Context: an optimization exercise on an open-source flow, tuned for small area, a short achievable clock period and few clock cycles per item. The choices shown serve that exercise and are no tape-out recipe. At most, simulation tests tie the RTL to the original design; equivalence was not proved. Power and IR drop assume default switching activity.

// varint_unit
module varint_unit (
  input             clk,
  input             rst,
  input             cmd_valid,
  output            cmd_ready,
  input      [7:0]  cmd_op,
  input      [63:0] cmd_arg,
  output            snk_valid,
  output     [7:0]  snk_data,
  input             snk_ready,
  input      [1:0]  snk_resp,
  output            src_req,
  input             src_ready,
  input      [7:0]  src_data,
  input      [1:0]  src_resp,
  output            rsp_valid,
  output     [3:0]  rsp_status,
  output     [63:0] rsp_res,
  output     [79:0] rsp_buf
);
==> module varint_unit, before the edit <==
module varint_unit (
  input             clk,
  input             rst,
  input             cmd_valid,
  output            cmd_ready,
  input      [7:0]  cmd_op,
  input      [63:0] cmd_arg,
  output            snk_valid,
  output     [7:0]  snk_data,
  input             snk_ready,
  input      [1:0]  snk_resp,
  output            src_req,
  input             src_ready,
  input      [7:0]  src_data,
  input      [1:0]  src_resp,
  output            rsp_valid,
  output     [3:0]  rsp_status,
  output     [63:0] rsp_res,
  output     [79:0] rsp_buf
);
  genvar g;
  integer i;
  reg        rdy;       
  reg        pv;        
  reg        cls_e, cls_d, cls_b, cls_c;    
  reg [63:0] val;       
  reg        ex_e;      
  reg        ex_d;      
  reg        ex_i;      
  reg [7:0]  sd;        
  reg        emore;     
  reg [3:0]  k;         
  reg        rv;        
  reg [2:0]  rst_st;    
  reg [9:0]  rdec;      
  reg [3:0]  cnt;       
  reg [8:0]  rcont;     
  assign cmd_ready  = rdy;
  assign snk_valid  = ex_e;
  assign snk_data   = sd;
  assign src_req    = ex_d;
  assign rsp_valid  = rv;
  assign rsp_status = {1'b0, rst_st};
  wire [63:0] rmask;
  generate
    for (g = 0; g < 9; g = g + 1) begin : g_rmask
      assign rmask[7*g +: 7] = {7{rdec[g]}};
    end
  endgenerate
  assign rmask[63] = rdec[9];
  assign rsp_res    = {val[63:4] & rmask[63:4], rdec[0] ? val[3:0] : cnt};
  generate
    for (g = 0; g < 9; g = g + 1) begin : g_buf
      assign rsp_buf[8*g +: 7] = val[7*g +: 7];
      assign rsp_buf[8*g + 7]  = rcont[g];
    end
  endgenerate
  assign rsp_buf[79:72] = {7'd0, val[63]};
  wire c_e = (cmd_op == 8'h00);
  wire c_b = (cmd_op == 8'h01);
  wire c_c = (cmd_op == 8'h02);
  wire c_d = (cmd_op == 8'h10);
  wire acc = cmd_valid & rdy;
  wire e_err  = snk_resp != 2'd0;
  wire e_step = ex_e & snk_ready;
  wire e_adv  = snk_ready & emore;
  wire e_fin  = e_step & (e_err | ~sd[7]);
  wire d_err  = src_resp != 2'd0;
  wire d_pull = ex_d & src_ready;
  wire d_last = (k == 4'd9);
  wire d_fin  = d_pull & (d_err | ~src_data[7] | d_last);
  wire fin    = e_fin | d_fin | ex_i;
  wire exfree = fin | ~(ex_e | ex_d | ex_i);
  wire st_pend = exfree & pv;
  wire st_cmd  = exfree & ~pv & acc;
  wire s_e     = pv ? cls_e : c_e;
  wire s_d     = pv ? cls_d : c_d;
  wire s_b     = pv ? cls_b : c_b;
  wire [63:0] s_arg = pv ? val : cmd_arg;
  wire start_e = (st_pend | st_cmd) & s_e;
  wire start_d = (st_pend | st_cmd) & s_d;
  wire start_i = (st_pend | st_cmd) & ~s_e & ~s_d;
  wire val_more = |val[63:14];      
  wire [9:0] nz;
  generate
    for (g = 0; g < 9; g = g + 1) begin : g_nz
      assign nz[g] = |val[7*g +: 7];
    end
  endgenerate
  assign nz[9] = val[63];
  wire [3:0] vlen = nz[9] ? 4'd10 : nz[8] ? 4'd9 : nz[7] ? 4'd8 : nz[6] ? 4'd7 :
                    nz[5] ? 4'd6  : nz[4] ? 4'd5 : nz[3] ? 4'd4 : nz[2] ? 4'd3 :
                    nz[1] ? 4'd2  : 4'd1;
  wire [8:0] vcont;
  generate
    for (g = 0; g < 9; g = g + 1) begin : g_cont
      assign vcont[g] = |val[63:7*g+7];
    end
  endgenerate
  wire s_more = pv ? vcont[0] : |cmd_arg[63:7];
  wire pv_next   = (acc & ~exfree) | (pv & ~exfree);
  wire d_next    = exfree ? start_d : ex_d;
  wire more_next = exfree ? (start_e & s_more) : (ex_e & (e_adv ? val_more : sd[7]));
  always @(posedge clk) begin
    if (rst) begin
      rdy  <= 1'b1;
      pv   <= 1'b0;
      ex_e <= 1'b0;
      ex_d <= 1'b0;
      ex_i <= 1'b0;
      rv   <= 1'b0;
      emore <= 1'b0;
    end else begin
      emore <= more_next;
      rdy  <= ~pv_next & ~more_next & ~d_next & ~(start_i & s_b);
      pv   <= pv_next;
      if (exfree) begin
        ex_e <= start_e;
        ex_d <= start_d;
        ex_i <= start_i;
      end
      rv   <= fin;
    end
  end
  always @(posedge clk) begin
    if (exfree) k <= 4'd0;
    else if (e_adv | d_pull) k <= k + 4'd1;
  end
  always @(posedge clk) begin
    if (acc) begin
      cls_e <= c_e;
      cls_d <= c_d;
      cls_b <= c_b;
      cls_c <= c_c;
    end
  end
  wire dsel = ex_d | pv;
  wire [63:0] val_d;
  wire [9:0]  val_we;
  generate
    for (g = 0; g < 9; g = g + 1) begin : g_val
      wire [6:0] shr7 = (g < 8) ? val[7*g+7 +: 7] : {6'd0, val[63]};
      assign val_d[7*g +: 7] = emore ? shr7 : dsel ? src_data[6:0] : cmd_arg[7*g +: 7];
    end
    for (g = 0; g < 10; g = g + 1) begin : g_we
      assign val_we[g] = acc | e_adv | (d_pull & (k == g));
    end
  endgenerate
  assign val_d[63] = ~emore & (dsel ? src_data[0] : cmd_arg[63]);
  always @(posedge clk) begin
    for (i = 0; i < 9; i = i + 1)
      if (val_we[i]) val[7*i +: 7] <= val_d[7*i +: 7];
    if (val_we[9]) val[63] <= val_d[63];
  end
  always @(posedge clk) begin
    if (start_e)
      sd <= {s_more, s_arg[6:0]};
    else if (e_adv)
      sd <= {val_more, val[13:7]};
  end
  always @(posedge clk) begin
    if (e_fin)
      rst_st <= ~e_err ? 3'd0 : snk_resp[1] ? 3'd6 : 3'd1;
    else if (d_fin)
      rst_st <= d_err ? (src_resp[1] ? 3'd6 : 3'd1) : (src_data[7] ? 3'd2 : 3'd0);
    else if (ex_i)
      rst_st <= (cls_b | cls_c) ? 3'd0 : 3'd7;
  end
  always @(posedge clk) begin
    for (i = 0; i < 10; i = i + 1)
      rdec[i] <= d_fin & (k >= i);
    cnt  <= e_fin ? k + 4'd1 : vlen;
  end
  always @(posedge clk) begin
    rcont <= vcont;
  end
endmodule
Settings: LEC_CHECK=0, CAP_MARGIN=20, CORE_MARGIN=2, CORE_UTILIZATION=45, SETUP_SLACK_MARGIN=2.5, SLEW_MARGIN=20; clock period 5.0 ns.
standard.sh (not shown) runs the stock make flow with config.mk's settings and CLKGATE_MAP_FILE= SYNTH_SCRIPT=/design/flow/synth_recipe.tcl, a recipe that flattens the netlist after the stock synthesis.
==> flow/flow/run.sh <==
#!/bin/bash
# Standard synthesis and layout, with two changes:
#  - the combinational logic of the standard synthesis netlist is re-mapped
#    by ABC with a delay-driven script (flip-flops untouched), see remap.sh;
#  - the port buffers are the small, fast buf_1 (instead of the default pick,
#    a clkdlybuf4s50_1 delay cell).
set -euo pipefail
BUF="BUFFER_PORTS_ARGS=-buffer_cell sky130_fd_sc_hd__buf_1"
R=orfs/results/$FLOW_PLATFORM/varint_unit/base
bash standard.sh "$BUF" synth > 1_standard_synth.log 2>&1
cp $R/1_2_yosys.v 1_2_yosys.standard.v
export DONT_USE_CELLS="$(awk '/^export DONT_USE_CELLS/{f=1} f{print} f&&!/\\$/{exit}' $FLOW_HOME/platforms/$FLOW_PLATFORM/config.mk | grep -oE 'sky130_fd_sc_hd__[A-Za-z0-9_]+' | tr '\n' ' ')"
bash flow/remap.sh $PWD/1_2_yosys.standard.v $PWD/1_2_yosys.remap.v $PWD/flow/abc_delay.script > 2_remap.log 2>&1
cp 1_2_yosys.remap.v $R/1_2_yosys.v
rm -f $R/1_synth.odb $R/1_synth.sdc
bash standard.sh "$BUF" finish > 3_standard_finish.log 2>&1
==> flow/flow/abc_delay.script <==
strash
dch -f
map -D 1000
topo
buffer -p
upsize -D 1000
dnsize -D 1000
==> flow/flow/remap.sh <==
#!/bin/bash
# Re-map the combinational logic of the standard synthesis netlist with a
# delay-driven ABC script. Flip-flops (and their instance names and cell
# types) are left exactly as the standard synthesis made them.
# usage: remap.sh IN.v OUT.v ABC_SCRIPT
set -euo pipefail
in=$1; out=$2; scr=$3
LIB=$FLOW_HOME/platforms/sky130hd/lib/sky130_fd_sc_hd__tt_025C_1v80.lib
seq=$(grep -oE 'sky130_fd_sc_hd__[a-z0-9_]+' "$in" | sort -u | grep -E '__(e?s?df|dl|sdf|edf|conb)' | tr '\n' ' ')
dontuse=""
for c in $DONT_USE_CELLS; do dontuse="$dontuse -dont_use $c"; done
printf 'set_driving_cell sky130_fd_sc_hd__buf_1\nset_load 5\n' > remap_abc.constr
cat > remap.ys <<EOT
read_liberty -ignore_miss_func $LIB
blackbox $seq
read_verilog $in
hierarchy -top $FLOW_TOP
flatten
opt_clean
techmap
opt -fast
abc -script $scr -liberty $LIB $dontuse -constr remap_abc.constr
opt_clean -purge
hilomap -singleton -hicell sky130_fd_sc_hd__conb_1 HI -locell sky130_fd_sc_hd__conb_1 LO
splitnets
rename -hide w:*.*
opt_clean -purge
stat -liberty $LIB
write_verilog -noattr -noexpr -nohex -nodec $out
EOT
yosys -s remap.ys
Edit:
--- a/flow/design.v
+++ b/flow/design.v
@@ -28,7 +28,6 @@
   reg        ex_d;      
   reg        ex_i;      
   reg [7:0]  sd;        
-  reg        emore;     
   reg [3:0]  k;         
   reg        rv;        
   reg [2:0]  rst_st;    
@@ -63,7 +62,7 @@
   wire acc = cmd_valid & rdy;
   wire e_err  = snk_resp != 2'd0;
   wire e_step = ex_e & snk_ready;
-  wire e_adv  = snk_ready & emore;
+  wire e_adv  = e_step & sd[7];
   wire e_fin  = e_step & (e_err | ~sd[7]);
   wire d_err  = src_resp != 2'd0;
   wire d_pull = ex_d & src_ready;
@@ -109,9 +108,7 @@
       ex_d <= 1'b0;
       ex_i <= 1'b0;
       rv   <= 1'b0;
-      emore <= 1'b0;
     end else begin
-      emore <= more_next;
       rdy  <= ~pv_next & ~more_next & ~d_next & ~(start_i & s_b);
       pv   <= pv_next;
       if (exfree) begin
@@ -134,19 +131,18 @@
       cls_c <= c_c;
     end
   end
-  wire dsel = ex_d | pv;
   wire [63:0] val_d;
   wire [9:0]  val_we;
   generate
     for (g = 0; g < 9; g = g + 1) begin : g_val
       wire [6:0] shr7 = (g < 8) ? val[7*g+7 +: 7] : {6'd0, val[63]};
-      assign val_d[7*g +: 7] = emore ? shr7 : dsel ? src_data[6:0] : cmd_arg[7*g +: 7];
+      assign val_d[7*g +: 7] = rdy ? cmd_arg[7*g +: 7] : ex_e ? shr7 : src_data[6:0];
     end
     for (g = 0; g < 10; g = g + 1) begin : g_we
       assign val_we[g] = acc | e_adv | (d_pull & (k == g));
     end
   endgenerate
-  assign val_d[63] = ~emore & (dsel ? src_data[0] : cmd_arg[63]);
+  assign val_d[63] = rdy ? cmd_arg[63] : ~ex_e & src_data[0];
   always @(posedge clk) begin
     for (i = 0; i < 9; i = i + 1)
       if (val_we[i]) val[7*i +: 7] <= val_d[7*i +: 7];
The new run passed the timing, DRC and antenna checks.
Cell count went up by 5.5%.
Total power went down by 24%.
Core utilization went down by 3.5 points.
Synthesized area went up by 4.5%.
Global-route usage went down by 0.90 points.
Wire length went up by 3.6%.
Register-to-register slack is better by 0.03 ns.
Clock-buffer cell count went down by 15.
Sequential cell count went down by 1.
Setup slack is better by 0.079 ns.
Die area went up by 4.4%.
Testbench counts after the change, summed over its fixed seeds: cycles 21,216, items 4,800.
The RTL of the first run of this note was laid out without a check of its function.

-- port drivers added, routing unchanged --
How much do the figures lean on ideal ports? The routed layouts below were timed once more, with nothing changed but the port constraints.
Step 1: set_driving_cell puts a clkbuf_16 on clk and a buf_2 on each other input, an assumption about the parent block.
Step 2 adds t to the input delays and takes it off the output delays; t is the mean of the earliest and latest rising clock arrival at the registers after step 1. Input paths then give back, and output paths get back, about the clock's delay inside the block.
Slacks: no drivers / after step 1 / after step 2; pairs: no drivers / after step 1.
run | t (ns) | setup slack, ns | hold WS [ns] | worst register clock-pin slew, ns
the first run | 0.450 | 2.547 / 2.567 / 2.117 | 0.459 / 0.459 / 0.459 | 0.05 / 0.05
the second run | 0.389 | 2.625 / 2.604 / 2.271 | 0.532 / 0.532 / 0.532 | 0.08 / 0.08
After both steps every run listed still meets setup and hold. The setup slack of the first run, which loses most, moves by +0.020 ns with the drivers and by -0.430 ns with both steps.
